This design comes from an exercise in tuning for small area, a short achievable clock period and few clock cycles on the open sky130 flow, not from production work. No functional check of the RTL was part of this run.

File: flow/design.v
`timescale 1ns/1ps
module mx_frame_tx (
    input  wire       clk,
    input  wire       rst,
    input  wire       cmd_valid,
    output wire       cmd_ready,
    input  wire [7:0] cmd_len,
    input  wire       in_valid,
    output wire       in_ready,
    input  wire [7:0] in_data,
    output reg        w_valid,
    input  wire       w_ready,
    output reg  [7:0] w_data,
    output reg        w_last,
    output reg        rej
);
    localparam integer M    = 5;
    localparam integer MAXF = 160;
    localparam [7:0] SENT_END   = 8'h00;
    localparam [7:0] SENT_BEGIN = 8'h01;
    localparam [7:0] SENT_ENC   = 8'hFE;
    localparam [31:0] FNV_OFFSET = 32'h811C9DC5;
    function [7:0] b64_sym;
        input [5:0] v;
        begin
            case (v)
            6'd0: b64_sym = 8'h41;
            6'd1: b64_sym = 8'h42;
            6'd2: b64_sym = 8'h43;
            6'd3: b64_sym = 8'h44;
            6'd4: b64_sym = 8'h45;
            6'd5: b64_sym = 8'h46;
            6'd6: b64_sym = 8'h47;
            6'd7: b64_sym = 8'h48;
            6'd8: b64_sym = 8'h49;
            6'd9: b64_sym = 8'h4A;
            6'd10: b64_sym = 8'h4B;
            6'd11: b64_sym = 8'h4C;
            6'd12: b64_sym = 8'h4D;
            6'd13: b64_sym = 8'h4E;
            6'd14: b64_sym = 8'h4F;
            6'd15: b64_sym = 8'h50;
            6'd16: b64_sym = 8'h51;
            6'd17: b64_sym = 8'h52;
            6'd18: b64_sym = 8'h53;
            6'd19: b64_sym = 8'h54;
            6'd20: b64_sym = 8'h55;
            6'd21: b64_sym = 8'h56;
            6'd22: b64_sym = 8'h57;
            6'd23: b64_sym = 8'h58;
            6'd24: b64_sym = 8'h59;
            6'd25: b64_sym = 8'h5A;
            6'd26: b64_sym = 8'h61;
            6'd27: b64_sym = 8'h62;
            6'd28: b64_sym = 8'h63;
            6'd29: b64_sym = 8'h64;
            6'd30: b64_sym = 8'h65;
            6'd31: b64_sym = 8'h66;
            6'd32: b64_sym = 8'h67;
            6'd33: b64_sym = 8'h68;
            6'd34: b64_sym = 8'h69;
            6'd35: b64_sym = 8'h6A;
            6'd36: b64_sym = 8'h6B;
            6'd37: b64_sym = 8'h6C;
            6'd38: b64_sym = 8'h6D;
            6'd39: b64_sym = 8'h6E;
            6'd40: b64_sym = 8'h6F;
            6'd41: b64_sym = 8'h70;
            6'd42: b64_sym = 8'h71;
            6'd43: b64_sym = 8'h72;
            6'd44: b64_sym = 8'h73;
            6'd45: b64_sym = 8'h74;
            6'd46: b64_sym = 8'h75;
            6'd47: b64_sym = 8'h76;
            6'd48: b64_sym = 8'h77;
            6'd49: b64_sym = 8'h78;
            6'd50: b64_sym = 8'h79;
            6'd51: b64_sym = 8'h7A;
            6'd52: b64_sym = 8'h30;
            6'd53: b64_sym = 8'h31;
            6'd54: b64_sym = 8'h32;
            6'd55: b64_sym = 8'h33;
            6'd56: b64_sym = 8'h34;
            6'd57: b64_sym = 8'h35;
            6'd58: b64_sym = 8'h36;
            6'd59: b64_sym = 8'h37;
            6'd60: b64_sym = 8'h38;
            6'd61: b64_sym = 8'h39;
            6'd62: b64_sym = 8'h2B;
            6'd63: b64_sym = 8'h2F;
            default: b64_sym = 8'h2F;
            endcase
        end
    endfunction
    function is_sent;
        input [7:0] b;
        begin
            is_sent = (b == SENT_END) || (b == SENT_BEGIN) || (b == SENT_ENC);
        end
    endfunction
    reg  [7:0]  rem;      
    reg         lfirst;   
    reg         pend;     
    reg         lact;     
    reg  [2:0]  lplen;    
    reg  [2:0]  lidx;     
    reg  [7:0]  lhdr;     
    reg  [7:0]  q [0:M-1];
    reg  [M-1:0] qt;      
    wire lfull = lact && (lidx == lplen);
    wire take;            
    wire lstart = pend && (!lact || take);
    assign cmd_ready = !pend && !(lact && !lfull);
    assign in_ready  = lact && (lidx != lplen) && !qt[M-1];
    wire       rem_le5 = (rem <= 8'd5);
    wire [2:0] rem_p   = rem_le5 ? rem[2:0] : 3'd5;
    wire       wr      = in_valid && in_ready;
    always @(posedge clk) begin
        if (rst) begin
            rem   <= 8'd0;
            lfirst <= 1'b1;
            pend  <= 1'b0;
            lact  <= 1'b0;
            lplen <= 3'd0;
            lidx  <= 3'd0;
            rej   <= 1'b0;
        end else begin
            rej <= 1'b0;
            if (cmd_valid && cmd_ready) begin
                if (cmd_len > MAXF) begin
                    rej <= 1'b1;
                end else begin
                    rem  <= cmd_len;
                    pend <= 1'b1;
                end
            end
            if (lstart) begin
                lact  <= 1'b1;
                lplen <= rem_p;
                lidx  <= 3'd0;
                rem   <= rem - {5'd0, rem_p};
                lfirst <= rem_le5;
                pend  <= !rem_le5;
            end else begin
                if (take)
                    lact <= 1'b0;
                if (wr)
                    lidx <= lidx + 3'd1;
            end
        end
    end
    always @(posedge clk) begin
        if (lstart)
            lhdr <= {rem_le5, lfirst, 1'b0, lfirst ? 5'd0 : lhdr[4:0] + 5'd1};
        else if (wr && is_sent(in_data))
            lhdr[5] <= 1'b1;
    end
    reg         eact;     
    reg         ebin;     
    reg         efe;      
    reg  [3:0]  cnt;      
    reg  [7:0]  sbr;      
    reg  [31:0] hf;       
    reg  [1:0]  ph;       
    reg  [5:0]  lo;       
    reg         eq;       
    wire step    = eact && (!w_valid || w_ready);
    wire consume = step && (ebin ? (!efe && ph != 2'd3 && cnt != 4'd0) : 1'b1);
    wire hashing = (cnt >= 4'd4);                  
    wire pop     = consume && (cnt >= 4'd5);       
    wire t_end = (cnt == 4'd1);
    wire b_end = (ph == 2'd3) && (cnt == 4'd0);
    wire c_end = step && (ebin ? (!efe && b_end) : t_end);
    assign take = lfull && (!eact || c_end);
    wire [31:0] fy = hf;
    wire [31:0] hash_n;
    wire hs1;
    wire hc2;
    assign hs1 = fy[8] ^ fy[7];
    assign hc2 = fy[8] & fy[7];
    wire fs3;
    wire fc4;
    assign fs3 = fy[9] ^ fy[8] ^ fy[5];
    assign fc4 = (fy[9] & fy[8]) | (fy[9] & fy[5]) | (fy[8] & fy[5]);
    wire fs5;
    wire fc6;
    assign fs5 = fy[10] ^ fy[9] ^ fy[6];
    assign fc6 = (fy[10] & fy[9]) | (fy[10] & fy[6]) | (fy[9] & fy[6]);
    wire fs7;
    wire fc8;
    assign fs7 = fy[11] ^ fy[10] ^ fy[7];
    assign fc8 = (fy[11] & fy[10]) | (fy[11] & fy[7]) | (fy[10] & fy[7]);
    wire fs9;
    wire fc10;
    assign fs9 = fy[12] ^ fy[11] ^ fy[8];
    assign fc10 = (fy[12] & fy[11]) | (fy[12] & fy[8]) | (fy[11] & fy[8]);
    wire fs11;
    wire fc12;
    assign fs11 = fy[13] ^ fy[12] ^ fy[9];
    assign fc12 = (fy[13] & fy[12]) | (fy[13] & fy[9]) | (fy[12] & fy[9]);
    wire fs13;
    wire fc14;
    assign fs13 = fy[14] ^ fy[13] ^ fy[10];
    assign fc14 = (fy[14] & fy[13]) | (fy[14] & fy[10]) | (fy[13] & fy[10]);
    wire fs15;
    wire fc16;
    assign fs15 = fy[15] ^ fy[14] ^ fy[11];
    assign fc16 = (fy[15] & fy[14]) | (fy[15] & fy[11]) | (fy[14] & fy[11]);
    wire fs17;
    wire fc18;
    assign fs17 = fy[16] ^ fy[15] ^ fy[12];
    assign fc18 = (fy[16] & fy[15]) | (fy[16] & fy[12]) | (fy[15] & fy[12]);
    wire fs19;
    wire fc20;
    assign fs19 = fy[17] ^ fy[16] ^ fy[13];
    assign fc20 = (fy[17] & fy[16]) | (fy[17] & fy[13]) | (fy[16] & fy[13]);
    wire fs21;
    wire fc22;
    assign fs21 = fy[18] ^ fy[17] ^ fy[14];
    assign fc22 = (fy[18] & fy[17]) | (fy[18] & fy[14]) | (fy[17] & fy[14]);
    wire fs23;
    wire fc24;
    assign fs23 = fy[19] ^ fy[18] ^ fy[15];
    assign fc24 = (fy[19] & fy[18]) | (fy[19] & fy[15]) | (fy[18] & fy[15]);
    wire fs25;
    wire fc26;
    assign fs25 = fy[20] ^ fy[19] ^ fy[16];
    assign fc26 = (fy[20] & fy[19]) | (fy[20] & fy[16]) | (fy[19] & fy[16]);
    wire fs27;
    wire fc28;
    assign fs27 = fy[21] ^ fy[20] ^ fy[17];
    assign fc28 = (fy[21] & fy[20]) | (fy[21] & fy[17]) | (fy[20] & fy[17]);
    wire fs29;
    wire fc30;
    assign fs29 = fy[22] ^ fy[21] ^ fy[18];
    assign fc30 = (fy[22] & fy[21]) | (fy[22] & fy[18]) | (fy[21] & fy[18]);
    wire fs31;
    wire fc32;
    assign fs31 = fy[23] ^ fy[22] ^ fy[19];
    assign fc32 = (fy[23] & fy[22]) | (fy[23] & fy[19]) | (fy[22] & fy[19]);
    wire fs33;
    wire fc34;
    assign fs33 = fy[24] ^ fy[23] ^ fy[20];
    assign fc34 = (fy[24] & fy[23]) | (fy[24] & fy[20]) | (fy[23] & fy[20]);
    wire hs35;
    wire hc36;
    assign hs35 = fy[17] ^ fy[16];
    assign hc36 = fy[17] & fy[16];
    wire fs37;
    wire fc38;
    assign fs37 = fy[25] ^ fy[24] ^ fy[21];
    assign fc38 = (fy[25] & fy[24]) | (fy[25] & fy[21]) | (fy[24] & fy[21]);
    wire fs39;
    wire fc40;
    assign fs39 = fy[18] ^ fy[17] ^ fy[1];
    assign fc40 = (fy[18] & fy[17]) | (fy[18] & fy[1]) | (fy[17] & fy[1]);
    wire fs41;
    wire fc42;
    assign fs41 = fy[26] ^ fy[25] ^ fy[22];
    assign fc42 = (fy[26] & fy[25]) | (fy[26] & fy[22]) | (fy[25] & fy[22]);
    wire fs43;
    wire fc44;
    assign fs43 = fy[19] ^ fy[18] ^ fy[2];
    assign fc44 = (fy[19] & fy[18]) | (fy[19] & fy[2]) | (fy[18] & fy[2]);
    wire fs45;
    wire fc46;
    assign fs45 = fy[27] ^ fy[26] ^ fy[23];
    assign fc46 = (fy[27] & fy[26]) | (fy[27] & fy[23]) | (fy[26] & fy[23]);
    wire fs47;
    wire fc48;
    assign fs47 = fy[20] ^ fy[19] ^ fy[3];
    assign fc48 = (fy[20] & fy[19]) | (fy[20] & fy[3]) | (fy[19] & fy[3]);
    wire fs49;
    wire fc50;
    assign fs49 = fy[28] ^ fy[27] ^ fy[24];
    assign fc50 = (fy[28] & fy[27]) | (fy[28] & fy[24]) | (fy[27] & fy[24]);
    wire fs51;
    wire fc52;
    assign fs51 = fy[21] ^ fy[20] ^ fy[4];
    assign fc52 = (fy[21] & fy[20]) | (fy[21] & fy[4]) | (fy[20] & fy[4]);
    wire fs53;
    wire fc54;
    assign fs53 = fy[29] ^ fy[28] ^ fy[25];
    assign fc54 = (fy[29] & fy[28]) | (fy[29] & fy[25]) | (fy[28] & fy[25]);
    wire fs55;
    wire fc56;
    assign fs55 = fy[22] ^ fy[21] ^ fy[5];
    assign fc56 = (fy[22] & fy[21]) | (fy[22] & fy[5]) | (fy[21] & fy[5]);
    wire fs57;
    wire fc58;
    assign fs57 = fy[30] ^ fy[29] ^ fy[26];
    assign fc58 = (fy[30] & fy[29]) | (fy[30] & fy[26]) | (fy[29] & fy[26]);
    wire fs59;
    wire fc60;
    assign fs59 = fy[23] ^ fy[22] ^ fy[6];
    assign fc60 = (fy[23] & fy[22]) | (fy[23] & fy[6]) | (fy[22] & fy[6]);
    wire fs61;
    wire fc62;
    assign fs61 = fy[31] ^ fy[30] ^ fy[27];
    assign fc62 = (fy[31] & fy[30]) | (fy[31] & fy[27]) | (fy[30] & fy[27]);
    wire fs63;
    wire fc64;
    assign fs63 = fy[24] ^ fy[23] ^ fy[7];
    assign fc64 = (fy[24] & fy[23]) | (fy[24] & fy[7]) | (fy[23] & fy[7]);
    wire hs65;
    wire hc66;
    assign hs65 = fy[7] ^ fy[6];
    assign hc66 = fy[7] & fy[6];
    wire fs67;
    wire fc68;
    assign fs67 = hs1 ^ fy[4] ^ fy[1];
    assign fc68 = (hs1 & fy[4]) | (hs1 & fy[1]) | (fy[4] & fy[1]);
    wire fs69;
    wire fc70;
    assign fs69 = fs3 ^ fy[2] ^ fy[1];
    assign fc70 = (fs3 & fy[2]) | (fs3 & fy[1]) | (fy[2] & fy[1]);
    wire fs71;
    wire fc72;
    assign fs71 = fs5 ^ fy[3] ^ fy[2];
    assign fc72 = (fs5 & fy[3]) | (fs5 & fy[2]) | (fy[3] & fy[2]);
    wire fs73;
    wire fc74;
    assign fs73 = fs7 ^ fy[4] ^ fy[3];
    assign fc74 = (fs7 & fy[4]) | (fs7 & fy[3]) | (fy[4] & fy[3]);
    wire fs75;
    wire fc76;
    assign fs75 = fs9 ^ fy[5] ^ fy[4];
    assign fc76 = (fs9 & fy[5]) | (fs9 & fy[4]) | (fy[5] & fy[4]);
    wire fs77;
    wire fc78;
    assign fs77 = fs11 ^ fy[6] ^ fy[5];
    assign fc78 = (fs11 & fy[6]) | (fs11 & fy[5]) | (fy[6] & fy[5]);
    wire fs79;
    wire fc80;
    assign fs79 = fs13 ^ fy[7] ^ fy[6];
    assign fc80 = (fs13 & fy[7]) | (fs13 & fy[6]) | (fy[7] & fy[6]);
    wire fs81;
    wire fc82;
    assign fs81 = fs15 ^ fy[8] ^ fy[7];
    assign fc82 = (fs15 & fy[8]) | (fs15 & fy[7]) | (fy[8] & fy[7]);
    wire fs83;
    wire fc84;
    assign fs83 = fs17 ^ fy[9] ^ fy[8];
    assign fc84 = (fs17 & fy[9]) | (fs17 & fy[8]) | (fy[9] & fy[8]);
    wire fs85;
    wire fc86;
    assign fs85 = fs19 ^ fy[10] ^ fy[9];
    assign fc86 = (fs19 & fy[10]) | (fs19 & fy[9]) | (fy[10] & fy[9]);
    wire fs87;
    wire fc88;
    assign fs87 = fs21 ^ fy[11] ^ fy[10];
    assign fc88 = (fs21 & fy[11]) | (fs21 & fy[10]) | (fy[11] & fy[10]);
    wire fs89;
    wire fc90;
    assign fs89 = fs23 ^ fy[12] ^ fy[11];
    assign fc90 = (fs23 & fy[12]) | (fs23 & fy[11]) | (fy[12] & fy[11]);
    wire fs91;
    wire fc92;
    assign fs91 = fs25 ^ fy[13] ^ fy[12];
    assign fc92 = (fs25 & fy[13]) | (fs25 & fy[12]) | (fy[13] & fy[12]);
    wire fs93;
    wire fc94;
    assign fs93 = fs27 ^ fy[14] ^ fy[13];
    assign fc94 = (fs27 & fy[14]) | (fs27 & fy[13]) | (fy[14] & fy[13]);
    wire fs95;
    wire fc96;
    assign fs95 = fs29 ^ fy[15] ^ fy[14];
    assign fc96 = (fs29 & fy[15]) | (fs29 & fy[14]) | (fy[15] & fy[14]);
    wire fs97;
    wire fc98;
    assign fs97 = fs31 ^ fy[16] ^ fy[15];
    assign fc98 = (fs31 & fy[16]) | (fs31 & fy[15]) | (fy[16] & fy[15]);
    wire fs99;
    wire fc100;
    assign fs99 = fs33 ^ hs35 ^ fy[0];
    assign fc100 = (fs33 & hs35) | (fs33 & fy[0]) | (hs35 & fy[0]);
    wire fs101;
    wire fc102;
    assign fs101 = fs37 ^ fs39 ^ fc34;
    assign fc102 = (fs37 & fs39) | (fs37 & fc34) | (fs39 & fc34);
    wire fs103;
    wire fc104;
    assign fs103 = fs41 ^ fs43 ^ fc38;
    assign fc104 = (fs41 & fs43) | (fs41 & fc38) | (fs43 & fc38);
    wire fs105;
    wire fc106;
    assign fs105 = fs45 ^ fs47 ^ fc42;
    assign fc106 = (fs45 & fs47) | (fs45 & fc42) | (fs47 & fc42);
    wire fs107;
    wire fc108;
    assign fs107 = fs49 ^ fs51 ^ fc46;
    assign fc108 = (fs49 & fs51) | (fs49 & fc46) | (fs51 & fc46);
    wire fs109;
    wire fc110;
    assign fs109 = fs53 ^ fs55 ^ fc50;
    assign fc110 = (fs53 & fs55) | (fs53 & fc50) | (fs55 & fc50);
    wire fs111;
    wire fc112;
    assign fs111 = fs57 ^ fs59 ^ fc54;
    assign fc112 = (fs57 & fs59) | (fs57 & fc54) | (fs59 & fc54);
    wire fs113;
    wire fc114;
    assign fs113 = fs61 ^ fs63 ^ fc58;
    assign fc114 = (fs61 & fs63) | (fs61 & fc58) | (fs63 & fc58);
    wire hs115;
    wire hc116;
    assign hs115 = fy[4] ^ fy[3];
    assign hc116 = fy[4] & fy[3];
    wire fs117;
    wire fc118;
    assign fs117 = fy[5] ^ fy[4] ^ fy[1];
    assign fc118 = (fy[5] & fy[4]) | (fy[5] & fy[1]) | (fy[4] & fy[1]);
    wire fs119;
    wire fc120;
    assign fs119 = fy[6] ^ fy[5] ^ fy[2];
    assign fc120 = (fy[6] & fy[5]) | (fy[6] & fy[2]) | (fy[5] & fy[2]);
    wire fs121;
    wire fc122;
    assign fs121 = hs65 ^ fy[3] ^ fy[0];
    assign fc122 = (hs65 & fy[3]) | (hs65 & fy[0]) | (fy[3] & fy[0]);
    wire fs123;
    wire fc124;
    assign fs123 = fs67 ^ fy[0] ^ hc66;
    assign fc124 = (fs67 & fy[0]) | (fs67 & hc66) | (fy[0] & hc66);
    wire fs125;
    wire fc126;
    assign fs125 = fs69 ^ hc2 ^ fc68;
    assign fc126 = (fs69 & hc2) | (fs69 & fc68) | (hc2 & fc68);
    wire fs127;
    wire fc128;
    assign fs127 = fs71 ^ fc4 ^ fc70;
    assign fc128 = (fs71 & fc4) | (fs71 & fc70) | (fc4 & fc70);
    wire fs129;
    wire fc130;
    assign fs129 = fs73 ^ fc6 ^ fc72;
    assign fc130 = (fs73 & fc6) | (fs73 & fc72) | (fc6 & fc72);
    wire fs131;
    wire fc132;
    assign fs131 = fs75 ^ fc8 ^ fc74;
    assign fc132 = (fs75 & fc8) | (fs75 & fc74) | (fc8 & fc74);
    wire fs133;
    wire fc134;
    assign fs133 = fs77 ^ fc10 ^ fc76;
    assign fc134 = (fs77 & fc10) | (fs77 & fc76) | (fc10 & fc76);
    wire fs135;
    wire fc136;
    assign fs135 = fs79 ^ fc12 ^ fc78;
    assign fc136 = (fs79 & fc12) | (fs79 & fc78) | (fc12 & fc78);
    wire fs137;
    wire fc138;
    assign fs137 = fs81 ^ fc14 ^ fc80;
    assign fc138 = (fs81 & fc14) | (fs81 & fc80) | (fc14 & fc80);
    wire fs139;
    wire fc140;
    assign fs139 = fs83 ^ fc16 ^ fc82;
    assign fc140 = (fs83 & fc16) | (fs83 & fc82) | (fc16 & fc82);
    wire fs141;
    wire fc142;
    assign fs141 = fs85 ^ fc18 ^ fc84;
    assign fc142 = (fs85 & fc18) | (fs85 & fc84) | (fc18 & fc84);
    wire fs143;
    wire fc144;
    assign fs143 = fs87 ^ fc20 ^ fc86;
    assign fc144 = (fs87 & fc20) | (fs87 & fc86) | (fc20 & fc86);
    wire fs145;
    wire fc146;
    assign fs145 = fs89 ^ fc22 ^ fc88;
    assign fc146 = (fs89 & fc22) | (fs89 & fc88) | (fc22 & fc88);
    wire fs147;
    wire fc148;
    assign fs147 = fs91 ^ fc24 ^ fc90;
    assign fc148 = (fs91 & fc24) | (fs91 & fc90) | (fc24 & fc90);
    wire fs149;
    wire fc150;
    assign fs149 = fs93 ^ fc26 ^ fc92;
    assign fc150 = (fs93 & fc26) | (fs93 & fc92) | (fc26 & fc92);
    wire fs151;
    wire fc152;
    assign fs151 = fs95 ^ fc28 ^ fc94;
    assign fc152 = (fs95 & fc28) | (fs95 & fc94) | (fc28 & fc94);
    wire fs153;
    wire fc154;
    assign fs153 = fs97 ^ fc30 ^ fc96;
    assign fc154 = (fs97 & fc30) | (fs97 & fc96) | (fc30 & fc96);
    wire fs155;
    wire fc156;
    assign fs155 = fs99 ^ fc32 ^ fc98;
    assign fc156 = (fs99 & fc32) | (fs99 & fc98) | (fc32 & fc98);
    wire fs157;
    wire fc158;
    assign fs157 = fs101 ^ hc36 ^ fc100;
    assign fc158 = (fs101 & hc36) | (fs101 & fc100) | (hc36 & fc100);
    wire fs159;
    wire fc160;
    assign fs159 = fs103 ^ fc40 ^ fc102;
    assign fc160 = (fs103 & fc40) | (fs103 & fc102) | (fc40 & fc102);
    wire fs161;
    wire fc162;
    assign fs161 = fs105 ^ fc44 ^ fc104;
    assign fc162 = (fs105 & fc44) | (fs105 & fc104) | (fc44 & fc104);
    wire fs163;
    wire fc164;
    assign fs163 = fs107 ^ fc48 ^ fc106;
    assign fc164 = (fs107 & fc48) | (fs107 & fc106) | (fc48 & fc106);
    wire fs165;
    wire fc166;
    assign fs165 = fs109 ^ fc52 ^ fc108;
    assign fc166 = (fs109 & fc52) | (fs109 & fc108) | (fc52 & fc108);
    wire fs167;
    wire fc168;
    assign fs167 = fs111 ^ fc56 ^ fc110;
    assign fc168 = (fs111 & fc56) | (fs111 & fc110) | (fc56 & fc110);
    wire fs169;
    wire fc170;
    assign fs169 = fs113 ^ fc60 ^ fc112;
    assign fc170 = (fs113 & fc60) | (fs113 & fc112) | (fc60 & fc112);
    wire [31:0] ra = {fs169, fs167, fs165, fs163, fs161, fs159, fs157, fs155, fs153, fs151, fs149, fs147, fs145, fs143, fs141, fs139, fs137, fs135, fs133, fs131, fs129, fs127, fs125, fs123, fs121, fs119, fs117, hs115, fy[3], fy[2], fy[1], fy[0]};
    wire [31:0] rb = {fc168, fc166, fc164, fc162, fc160, fc158, fc156, fc154, fc152, fc150, fc148, fc146, fc144, fc142, fc140, fc138, fc136, fc134, fc132, fc130, fc128, fc126, fc124, fc122, fc120, fc118, hc116, fy[0], fy[2], fy[1], fy[0], 1'b0};
    wire g0_0 = (ra[0] & rb[0]); wire p0_0 = (ra[0] ^ rb[0]);
    wire g0_1 = (ra[1] & rb[1]); wire p0_1 = (ra[1] ^ rb[1]);
    wire g0_2 = (ra[2] & rb[2]); wire p0_2 = (ra[2] ^ rb[2]);
    wire g0_3 = (ra[3] & rb[3]); wire p0_3 = (ra[3] ^ rb[3]);
    wire g0_4 = (ra[4] & rb[4]); wire p0_4 = (ra[4] ^ rb[4]);
    wire g0_5 = (ra[5] & rb[5]); wire p0_5 = (ra[5] ^ rb[5]);
    wire g0_6 = (ra[6] & rb[6]); wire p0_6 = (ra[6] ^ rb[6]);
    wire g0_7 = (ra[7] & rb[7]); wire p0_7 = (ra[7] ^ rb[7]);
    wire g0_8 = (ra[8] & rb[8]); wire p0_8 = (ra[8] ^ rb[8]);
    wire g0_9 = (ra[9] & rb[9]); wire p0_9 = (ra[9] ^ rb[9]);
    wire g0_10 = (ra[10] & rb[10]); wire p0_10 = (ra[10] ^ rb[10]);
    wire g0_11 = (ra[11] & rb[11]); wire p0_11 = (ra[11] ^ rb[11]);
    wire g0_12 = (ra[12] & rb[12]); wire p0_12 = (ra[12] ^ rb[12]);
    wire g0_13 = (ra[13] & rb[13]); wire p0_13 = (ra[13] ^ rb[13]);
    wire g0_14 = (ra[14] & rb[14]); wire p0_14 = (ra[14] ^ rb[14]);
    wire g0_15 = (ra[15] & rb[15]); wire p0_15 = (ra[15] ^ rb[15]);
    wire g0_16 = (ra[16] & rb[16]); wire p0_16 = (ra[16] ^ rb[16]);
    wire g0_17 = (ra[17] & rb[17]); wire p0_17 = (ra[17] ^ rb[17]);
    wire g0_18 = (ra[18] & rb[18]); wire p0_18 = (ra[18] ^ rb[18]);
    wire g0_19 = (ra[19] & rb[19]); wire p0_19 = (ra[19] ^ rb[19]);
    wire g0_20 = (ra[20] & rb[20]); wire p0_20 = (ra[20] ^ rb[20]);
    wire g0_21 = (ra[21] & rb[21]); wire p0_21 = (ra[21] ^ rb[21]);
    wire g0_22 = (ra[22] & rb[22]); wire p0_22 = (ra[22] ^ rb[22]);
    wire g0_23 = (ra[23] & rb[23]); wire p0_23 = (ra[23] ^ rb[23]);
    wire g0_24 = (ra[24] & rb[24]); wire p0_24 = (ra[24] ^ rb[24]);
    wire g0_25 = (ra[25] & rb[25]); wire p0_25 = (ra[25] ^ rb[25]);
    wire g0_26 = (ra[26] & rb[26]); wire p0_26 = (ra[26] ^ rb[26]);
    wire g0_27 = (ra[27] & rb[27]); wire p0_27 = (ra[27] ^ rb[27]);
    wire g0_28 = (ra[28] & rb[28]); wire p0_28 = (ra[28] ^ rb[28]);
    wire g0_29 = (ra[29] & rb[29]); wire p0_29 = (ra[29] ^ rb[29]);
    wire g0_30 = (ra[30] & rb[30]); wire p0_30 = (ra[30] ^ rb[30]);
    wire g0_31 = (ra[31] & rb[31]); wire p0_31 = (ra[31] ^ rb[31]);
    wire gs1_1 = g0_1 | (p0_1 & g0_0);
    wire ps1_1 = p0_1 & p0_0;
    wire gs1_3 = g0_3 | (p0_3 & g0_2);
    wire ps1_3 = p0_3 & p0_2;
    wire gs1_5 = g0_5 | (p0_5 & g0_4);
    wire ps1_5 = p0_5 & p0_4;
    wire gs1_7 = g0_7 | (p0_7 & g0_6);
    wire ps1_7 = p0_7 & p0_6;
    wire gs1_9 = g0_9 | (p0_9 & g0_8);
    wire ps1_9 = p0_9 & p0_8;
    wire gs1_11 = g0_11 | (p0_11 & g0_10);
    wire ps1_11 = p0_11 & p0_10;
    wire gs1_13 = g0_13 | (p0_13 & g0_12);
    wire ps1_13 = p0_13 & p0_12;
    wire gs1_15 = g0_15 | (p0_15 & g0_14);
    wire ps1_15 = p0_15 & p0_14;
    wire gs1_17 = g0_17 | (p0_17 & g0_16);
    wire ps1_17 = p0_17 & p0_16;
    wire gs1_19 = g0_19 | (p0_19 & g0_18);
    wire ps1_19 = p0_19 & p0_18;
    wire gs1_21 = g0_21 | (p0_21 & g0_20);
    wire ps1_21 = p0_21 & p0_20;
    wire gs1_23 = g0_23 | (p0_23 & g0_22);
    wire ps1_23 = p0_23 & p0_22;
    wire gs1_25 = g0_25 | (p0_25 & g0_24);
    wire ps1_25 = p0_25 & p0_24;
    wire gs1_27 = g0_27 | (p0_27 & g0_26);
    wire ps1_27 = p0_27 & p0_26;
    wire gs1_29 = g0_29 | (p0_29 & g0_28);
    wire ps1_29 = p0_29 & p0_28;
    wire gs1_31 = g0_31 | (p0_31 & g0_30);
    wire ps1_31 = p0_31 & p0_30;
    wire gs2_2 = g0_2 | (p0_2 & gs1_1);
    wire ps2_2 = p0_2 & ps1_1;
    wire gs2_3 = gs1_3 | (ps1_3 & gs1_1);
    wire ps2_3 = ps1_3 & ps1_1;
    wire gs2_6 = g0_6 | (p0_6 & gs1_5);
    wire ps2_6 = p0_6 & ps1_5;
    wire gs2_7 = gs1_7 | (ps1_7 & gs1_5);
    wire ps2_7 = ps1_7 & ps1_5;
    wire gs2_10 = g0_10 | (p0_10 & gs1_9);
    wire ps2_10 = p0_10 & ps1_9;
    wire gs2_11 = gs1_11 | (ps1_11 & gs1_9);
    wire ps2_11 = ps1_11 & ps1_9;
    wire gs2_14 = g0_14 | (p0_14 & gs1_13);
    wire ps2_14 = p0_14 & ps1_13;
    wire gs2_15 = gs1_15 | (ps1_15 & gs1_13);
    wire ps2_15 = ps1_15 & ps1_13;
    wire gs2_18 = g0_18 | (p0_18 & gs1_17);
    wire ps2_18 = p0_18 & ps1_17;
    wire gs2_19 = gs1_19 | (ps1_19 & gs1_17);
    wire ps2_19 = ps1_19 & ps1_17;
    wire gs2_22 = g0_22 | (p0_22 & gs1_21);
    wire ps2_22 = p0_22 & ps1_21;
    wire gs2_23 = gs1_23 | (ps1_23 & gs1_21);
    wire ps2_23 = ps1_23 & ps1_21;
    wire gs2_26 = g0_26 | (p0_26 & gs1_25);
    wire ps2_26 = p0_26 & ps1_25;
    wire gs2_27 = gs1_27 | (ps1_27 & gs1_25);
    wire ps2_27 = ps1_27 & ps1_25;
    wire gs2_30 = g0_30 | (p0_30 & gs1_29);
    wire ps2_30 = p0_30 & ps1_29;
    wire gs2_31 = gs1_31 | (ps1_31 & gs1_29);
    wire ps2_31 = ps1_31 & ps1_29;
    wire gs3_4 = g0_4 | (p0_4 & gs2_3);
    wire ps3_4 = p0_4 & ps2_3;
    wire gs3_5 = gs1_5 | (ps1_5 & gs2_3);
    wire ps3_5 = ps1_5 & ps2_3;
    wire gs3_6 = gs2_6 | (ps2_6 & gs2_3);
    wire ps3_6 = ps2_6 & ps2_3;
    wire gs3_7 = gs2_7 | (ps2_7 & gs2_3);
    wire ps3_7 = ps2_7 & ps2_3;
    wire gs3_12 = g0_12 | (p0_12 & gs2_11);
    wire ps3_12 = p0_12 & ps2_11;
    wire gs3_13 = gs1_13 | (ps1_13 & gs2_11);
    wire ps3_13 = ps1_13 & ps2_11;
    wire gs3_14 = gs2_14 | (ps2_14 & gs2_11);
    wire ps3_14 = ps2_14 & ps2_11;
    wire gs3_15 = gs2_15 | (ps2_15 & gs2_11);
    wire ps3_15 = ps2_15 & ps2_11;
    wire gs3_20 = g0_20 | (p0_20 & gs2_19);
    wire ps3_20 = p0_20 & ps2_19;
    wire gs3_21 = gs1_21 | (ps1_21 & gs2_19);
    wire ps3_21 = ps1_21 & ps2_19;
    wire gs3_22 = gs2_22 | (ps2_22 & gs2_19);
    wire ps3_22 = ps2_22 & ps2_19;
    wire gs3_23 = gs2_23 | (ps2_23 & gs2_19);
    wire ps3_23 = ps2_23 & ps2_19;
    wire gs3_28 = g0_28 | (p0_28 & gs2_27);
    wire ps3_28 = p0_28 & ps2_27;
    wire gs3_29 = gs1_29 | (ps1_29 & gs2_27);
    wire ps3_29 = ps1_29 & ps2_27;
    wire gs3_30 = gs2_30 | (ps2_30 & gs2_27);
    wire ps3_30 = ps2_30 & ps2_27;
    wire gs3_31 = gs2_31 | (ps2_31 & gs2_27);
    wire ps3_31 = ps2_31 & ps2_27;
    wire gs4_8 = g0_8 | (p0_8 & gs3_7);
    wire ps4_8 = p0_8 & ps3_7;
    wire gs4_9 = gs1_9 | (ps1_9 & gs3_7);
    wire ps4_9 = ps1_9 & ps3_7;
    wire gs4_10 = gs2_10 | (ps2_10 & gs3_7);
    wire ps4_10 = ps2_10 & ps3_7;
    wire gs4_11 = gs2_11 | (ps2_11 & gs3_7);
    wire ps4_11 = ps2_11 & ps3_7;
    wire gs4_12 = gs3_12 | (ps3_12 & gs3_7);
    wire ps4_12 = ps3_12 & ps3_7;
    wire gs4_13 = gs3_13 | (ps3_13 & gs3_7);
    wire ps4_13 = ps3_13 & ps3_7;
    wire gs4_14 = gs3_14 | (ps3_14 & gs3_7);
    wire ps4_14 = ps3_14 & ps3_7;
    wire gs4_15 = gs3_15 | (ps3_15 & gs3_7);
    wire ps4_15 = ps3_15 & ps3_7;
    wire gs4_24 = g0_24 | (p0_24 & gs3_23);
    wire ps4_24 = p0_24 & ps3_23;
    wire gs4_25 = gs1_25 | (ps1_25 & gs3_23);
    wire ps4_25 = ps1_25 & ps3_23;
    wire gs4_26 = gs2_26 | (ps2_26 & gs3_23);
    wire ps4_26 = ps2_26 & ps3_23;
    wire gs4_27 = gs2_27 | (ps2_27 & gs3_23);
    wire ps4_27 = ps2_27 & ps3_23;
    wire gs4_28 = gs3_28 | (ps3_28 & gs3_23);
    wire ps4_28 = ps3_28 & ps3_23;
    wire gs4_29 = gs3_29 | (ps3_29 & gs3_23);
    wire ps4_29 = ps3_29 & ps3_23;
    wire gs4_30 = gs3_30 | (ps3_30 & gs3_23);
    wire ps4_30 = ps3_30 & ps3_23;
    wire gs4_31 = gs3_31 | (ps3_31 & gs3_23);
    wire ps4_31 = ps3_31 & ps3_23;
    wire gs5_16 = g0_16 | (p0_16 & gs4_15);
    wire ps5_16 = p0_16 & ps4_15;
    wire gs5_17 = gs1_17 | (ps1_17 & gs4_15);
    wire ps5_17 = ps1_17 & ps4_15;
    wire gs5_18 = gs2_18 | (ps2_18 & gs4_15);
    wire ps5_18 = ps2_18 & ps4_15;
    wire gs5_19 = gs2_19 | (ps2_19 & gs4_15);
    wire ps5_19 = ps2_19 & ps4_15;
    wire gs5_20 = gs3_20 | (ps3_20 & gs4_15);
    wire ps5_20 = ps3_20 & ps4_15;
    wire gs5_21 = gs3_21 | (ps3_21 & gs4_15);
    wire ps5_21 = ps3_21 & ps4_15;
    wire gs5_22 = gs3_22 | (ps3_22 & gs4_15);
    wire ps5_22 = ps3_22 & ps4_15;
    wire gs5_23 = gs3_23 | (ps3_23 & gs4_15);
    wire ps5_23 = ps3_23 & ps4_15;
    wire gs5_24 = gs4_24 | (ps4_24 & gs4_15);
    wire ps5_24 = ps4_24 & ps4_15;
    wire gs5_25 = gs4_25 | (ps4_25 & gs4_15);
    wire ps5_25 = ps4_25 & ps4_15;
    wire gs5_26 = gs4_26 | (ps4_26 & gs4_15);
    wire ps5_26 = ps4_26 & ps4_15;
    wire gs5_27 = gs4_27 | (ps4_27 & gs4_15);
    wire ps5_27 = ps4_27 & ps4_15;
    wire gs5_28 = gs4_28 | (ps4_28 & gs4_15);
    wire ps5_28 = ps4_28 & ps4_15;
    wire gs5_29 = gs4_29 | (ps4_29 & gs4_15);
    wire ps5_29 = ps4_29 & ps4_15;
    wire gs5_30 = gs4_30 | (ps4_30 & gs4_15);
    wire ps5_30 = ps4_30 & ps4_15;
    wire gs5_31 = gs4_31 | (ps4_31 & gs4_15);
    wire ps5_31 = ps4_31 & ps4_15;
    assign hash_n[0] = p0_0;
    assign hash_n[1] = p0_1 ^ g0_0;
    assign hash_n[2] = p0_2 ^ gs1_1;
    assign hash_n[3] = p0_3 ^ gs2_2;
    assign hash_n[4] = p0_4 ^ gs2_3;
    assign hash_n[5] = p0_5 ^ gs3_4;
    assign hash_n[6] = p0_6 ^ gs3_5;
    assign hash_n[7] = p0_7 ^ gs3_6;
    assign hash_n[8] = p0_8 ^ gs3_7;
    assign hash_n[9] = p0_9 ^ gs4_8;
    assign hash_n[10] = p0_10 ^ gs4_9;
    assign hash_n[11] = p0_11 ^ gs4_10;
    assign hash_n[12] = p0_12 ^ gs4_11;
    assign hash_n[13] = p0_13 ^ gs4_12;
    assign hash_n[14] = p0_14 ^ gs4_13;
    assign hash_n[15] = p0_15 ^ gs4_14;
    assign hash_n[16] = p0_16 ^ gs4_15;
    assign hash_n[17] = p0_17 ^ gs5_16;
    assign hash_n[18] = p0_18 ^ gs5_17;
    assign hash_n[19] = p0_19 ^ gs5_18;
    assign hash_n[20] = p0_20 ^ gs5_19;
    assign hash_n[21] = p0_21 ^ gs5_20;
    assign hash_n[22] = p0_22 ^ gs5_21;
    assign hash_n[23] = p0_23 ^ gs5_22;
    assign hash_n[24] = p0_24 ^ gs5_23;
    assign hash_n[25] = p0_25 ^ gs5_24;
    assign hash_n[26] = p0_26 ^ gs5_25;
    assign hash_n[27] = p0_27 ^ gs5_26;
    assign hash_n[28] = p0_28 ^ gs5_27;
    assign hash_n[29] = p0_29 ^ gs5_28;
    assign hash_n[30] = p0_30 ^ gs5_29;
    assign hash_n[31] = p0_31 ^ gs5_30;
    wire        hupd   = consume && hashing;
    wire [31:0] hf_oth = ({32{take}} & (FNV_OFFSET ^ {24'd0, lhdr})) | ({32{!take}} & hf);
    wire [31:0] hf_d   = hupd ? (hash_n ^ {24'd0, q[0]}) : hf_oth;
    reg  [5:0] sv;
    reg  [5:0] lo_n;
    always @(*) begin
        case (ph)
        2'd0:    begin sv = sbr[7:2];            lo_n = {sbr[1:0], 4'd0}; end
        2'd1:    begin sv = {lo[5:4], sbr[7:4]}; lo_n = {sbr[3:0], 2'd0}; end
        2'd2:    begin sv = {lo[5:2], sbr[7:6]}; lo_n = sbr[5:0];         end
        default: begin sv = lo;                  lo_n = lo;               end
        endcase
    end
    always @(posedge clk) begin
        if (rst) begin
            eact    <= 1'b0;
            ebin    <= 1'b0;
            efe     <= 1'b0;
            cnt     <= 4'd0;
            ph      <= 2'd0;
            eq      <= 1'b0;
            w_valid <= 1'b0;
        end else begin
            if (step)
                w_valid <= 1'b1;
            else if (w_ready)
                w_valid <= 1'b0;
            if (consume)
                cnt <= cnt - 4'd1;
            if (step && ebin) begin
                if (efe) begin
                    efe <= 1'b0;
                end else begin
                    ph <= ph + 2'd1;
                    if (cnt == 4'd0 && (ph == 2'd1 || ph == 2'd2))
                        eq <= 1'b1;
                end
            end
            if (take) begin
                eact <= 1'b1;
                ebin <= lhdr[5];
                efe  <= lhdr[5];
                cnt  <= {1'b0, lplen} + 4'd4;
                ph   <= 2'd0;
                eq   <= 1'b0;
            end else if (c_end) begin
                eact <= 1'b0;
            end
        end
    end
    always @(posedge clk) begin
        hf <= hf_d;
        if (take)
            sbr <= lhdr;
        else if (consume) begin
            case (cnt)
            4'd4:    sbr <= hash_n[7:0];
            4'd3:    sbr <= hf[15:8];
            4'd2:    sbr <= hf[23:16] ^ hf[31:24];
            4'd1:    sbr <= 8'd0;
            default: sbr <= q[0];
            endcase
        end
        if (step && ebin && !efe)
            lo <= lo_n;
        if (step) begin
            if (!ebin) begin
                w_data <= sbr;
                w_last <= t_end;
            end else if (efe) begin
                w_data <= SENT_ENC;
                w_last <= 1'b0;
            end else begin
                w_data <= eq ? 8'h3D : b64_sym(sv);
                w_last <= b_end;
            end
        end
    end
    integer k;
    always @(posedge clk) begin
        for (k = 0; k < M; k = k + 1) begin
            if (pop) begin
                if (wr && qt[k] && (k == M - 1 || !qt[k + 1]))
                    q[k] <= in_data;
                else if (k < M - 1)
                    q[k] <= q[k + 1];
            end else if (wr && !qt[k] && (k == 0 || qt[k - 1])) begin
                q[k] <= in_data;
            end
        end
    end
    always @(posedge clk) begin
        if (rst)
            qt <= {M{1'b0}};
        else if (wr && !pop)
            qt <= {qt[M-2:0], 1'b1};
        else if (pop && !wr)
            qt <= {1'b0, qt[M-1:1]};
    end
endmodule
File: flow/flow/run.sh
#!/bin/bash
bash standard.sh SETUP_SLACK_MARGIN=6 \
  "BUFFER_PORTS_ARGS=-buffer_cell sky130_fd_sc_hd__buf_2" \
  "CTS_ARGS=-sink_clustering_enable -repair_clock_nets -sink_clustering_size 40 -buf_list sky130_fd_sc_hd__clkbuf_8 -dont_use_dummy_load" \
  finish > standard.log 2>&1
File: flow/standard.sh
#!/bin/bash
# synth_recipe.tcl (not shown) runs the flow's synth.tcl, then flattens the netlist and writes it again
# the make line also repeats each setting of config.mk as NAME=value (left out here)
make -C /OpenROAD-flow-scripts/flow DESIGN_CONFIG=/design/flow/config.mk WORK_HOME=/design/flow/orfs CLKGATE_MAP_FILE= SYNTH_SCRIPT=/design/flow/synth_recipe.tcl "${@:-finish}"
File: flow/config.mk
export PLATFORM = sky130hd
export DESIGN_NAME = mx_frame_tx
export DESIGN_NICKNAME = mx_frame_tx
export VERILOG_FILES = /design/flow/design.v
export SDC_FILE = /design/flow/constraint.sdc
export NUM_CORES = 4
export LEC_CHECK = 0
export CAP_MARGIN = 20
export CORE_MARGIN = 2
export CORE_UTILIZATION = 60
export CTS_BUF_LIST = sky130_fd_sc_hd__clkbuf_8
export CTS_CLUSTER_SIZE = 40
export SETUP_SLACK_MARGIN = 5
export SLEW_MARGIN = 20
File: flow/constraint.sdc
create_clock -name core_clock -period 10.0 [get_ports {clk}]
set_input_delay 2.0000 -clock core_clock [delete_from_list [all_inputs] [get_ports {clk}]]
set_output_delay 2.0000 -clock core_clock [all_outputs]
set_load 0.01 [all_outputs]
==> flow_summary.json <==
{
  "worstSetupEndpoint": "hf[27]",
  "synth-xor-area-share_pct": 4.78,
  "die_h_um": 132,
  "ys_async_sr_fraction_pct": 0,
  "area.growth.synth_to_final_pct": 13.3,
  "r2r_setup_slack_ns": 5.89,
  "synth.net_count": 1122,
  "synth.avg_cell_area_um2": 10.2,
  "io_pins": 34,
  "synth_top_family_by_area": "adder cells",
  "grt_pass1_wl_um": 37700,
  "synthMuxAreaShare_pct": 4.27,
  "final_cell_mix": "inv_1, fa_1, edfxtp_1",
  "first_pass_iters": 5,
  "cts_hold_buf": 0,
  "multi_input_area_mm2": 0.00610,
  "cp-startpoint": "hf[17]",
  "final_cells": 1246,
  "crit_path_start_kind": "flop",
  "synth_edf_count": 78,
  "htree_levels": 4,
  "rsz0062_at_grt": "yes",
  "maxCapViolations": 0,
  "place_congestion": 0.899,
  "fillCellCount": 1217,
  "crit_type": "flop to flop",
  "postSynthCellCount": 969,
  "cts.clk_slew.worst_paths_ns": 0.07,
  "yosysSeqAreaShare_pct": 35.6,
  "arrival_ns": 4.43,
  "row_count": 46,
  "final_util_pct": 70.1,
  "report.final.slew_viol_count": 0,
  "antennaDiodeCount": 0,
  "yosysWarnings": 4,
  "clock_latency_ns": 0.44,
  "final.period_utilization_pct": 41.1,
  "synth-simple-area-share_pct": 10.6,
  "cts_tree": "built",
  "final_antenna_net_count": 0,
  "fin_hold_ws_ns": 0.477,
  "dp_cells": 1193,
  "cts.path.max_buffers": 2,
  "cts_buffers": 17,
  "max_slew_margin_pct": 45.2,
  "synth_ff_type": "edfxtp_1",
  "vias": 7458,
  "synth.distinct_cells": 72,
  "synthAdderAreaFrac_pct": 22.8,
  "r2r_cells": 15,
  "die_w_um": 132,
  "status": "timing/DRC/antenna clean",
  "grt_usage_pct": 27.0,
  "synth_compound_area_share_pct": 15.5,
  "r2r-end": "hf[27]",
  "worstMarginPinSlew_ns": 0.818,
  "wl_per_cell_um": 18.4,
  "hold_violations": 0,
  "drive_gt1_share_pct": 20.8,
  "antenna_found_initial": 0,
  "coreArea_mm2": 0.0160,
  "grt_max_degree": 35,
  "endpoint_kind": "flop",
  "die_area_mm2": 0.0175,
  "cts.sink_count": 137,
  "overflow": 0,
  "drt-total-wl_um": 23000,
  "port_buffers": 33,
  "dp_hpwl_um": 17000,
  "worst-path-max-fanout": 4,
  "setup_viol": 0,
  "regArea_mm2": 0.00357,
  "final_common_cell": "inv_1",
  "synth_area_mm2": 0.00990,
  "critPathRequiredTime_ns": 10.32,
  "start_util_pct": 61.9,
  "setup_tns_ns": 0,
  "skew_ns": 0.0302,
  "fmax_mhz": 243,
  "final_nets": 1185,
  "grt_pass1_vias": 7495,
  "min_path_type": "flop to flop",
  "cts-root-buf": "clkbuf_8",
  "min_period_ns": 4.11,
  "r2r-start": "hf[17]",
  "ys_ff_latch": 137,
  "viasPerCell": 5.99,
  "drc_errors": 0,
  "drtIter0Drc": 520
}
==> metal layers <==
layer  track usage [%]  routed length, µm
met1              36.4              10100
met2              44.6              11200
met3              5.86               1320
met4              6.81                320
met5                 0                  0
==> metrics by stage <==
stage	setup slack (ns)	instance area, µm²
2_1_floorplan	6.01	9980
3_3_place_gp	5.40	10300
3_5_place_dp	5.31	10300
4_1_cts	5.89	11000
5_1_grt	5.74	11200
6_report	5.89	11200
==> critical path, stage by stage (launching register included) <==
cell and delay, ns:
dfxtp_4 0.36, clkinvlp_4 0.11, fa_1 0.54, inv_1 0.05, fa_1 0.48, inv_1 0.05, fa_1 0.49, inv_2 0.05
ha_4 0.24, a21o_1 0.17, a31o_1 0.21, a221o_1 0.39, nand2_4 0.12, a21boi_2 0.07, or3_1 0.37, a32o_1 0.26
==> worst min-delay path by stage <==
stage             start        to  slack, ns  cells after the start
3_5_place_dp       eact   w_valid       0.47                      2
6_report           eact   w_valid       0.48                      2
2_1_floorplan      eact   w_valid       0.45                      2
4_1_cts            eact   w_valid       0.48                      2
3_3_place_gp       eact   w_valid       0.46                      2
5_1_grt        lplen[1]  lplen[1]       0.52                      2
==> cell families (layout without fill, tap and decap cells) <==
group                      after synthesis  count (layout)
DFF                                    137             137
buffers and inverters                  166             227
muxes                                   38              38
xor gates and xnor gates                54              54
AOI/OAI and AO/OA                      225             225
adders and majority gates              132             132
and+or+nand+nor                        217             217
==> layout make-up <==
type | count | share of cell area [%]
Sequential cell | 137 | 31.9
Clock buffer | 17 | 2.09
Tap cell | 216 | 2.41
Inverter | 136 | 4.71
Timing Repair Buffer | 74 | 4.53
Multi-Input combinational cell | 666 | 54.4
==> cells in the mapped netlist, drive strengths merged (8+ instances only) <==
cell	count	share of area, %
inv	136	5.2
buf	10	0.56
mux2	34	3.9
xor2	25	2.2
a21oi	67	3.6
a22oi	18	1.5
nand2	47	1.8
nand3	25	1.3
a221oi	11	1.0
a21o	9	0.68
nor2b	8	0.51
ha	51	6.4
nor3	27	1.4
a31oi	12	0.95
edfxtp	78	24
clkbuf	20	0.77
nor2	65	2.5
o21ai	39	2.0
fa	81	16
xnor2	29	2.6
dfxtp	59	12
a211oi	12	0.91
==> sequential cells by signal, indices dropped and copies added (netlist names), named ones only <==
signal	flops
ebin	1
sbr	8
lfirst	1
lo	6
lact	1
lhdr	8
eq	1
q	40
lplen	3
efe	1
lidx	3
w_last	1
pend	1
rej	1
w_data	8
ph	2
eact	1
hf	24
w_valid	1
qt	5
cnt	4
rem	8
==> timing repair <==
action	4_1_cts	5_1_grt
setup endpoints to repair	56	81
hold endpoints to repair	0	0
resized for setup	41	49
buffers inserted	28	8
pin swaps	24	31

-- what the ideal ports hide --
No port has a modelled driver above. Below, the same layout with a new extraction and two added sets of constraints.
Step 1 assumes that a clkbuf_16 drives the clock port and a buf_2 every other input.
Step 2 times the ports against the registers' clock, not the clock port: input delays grow and output delays shrink by t, the midpoint of the rising clock arrivals with the driver on.
Slacks: ideal ports / drivers / drivers and shift; pairs: ideal ports / drivers.
t (ns): 0.462
setup WS [ns]: 5.888 / 5.888 / 5.699
worst data-port slew with drivers (ns): 0.03
cell pins on the clock port's net: 1
After both steps setup and hold are still met in this run. The setup slack of this run moves by 0.000 ns with the drivers and by -0.189 ns with both steps.
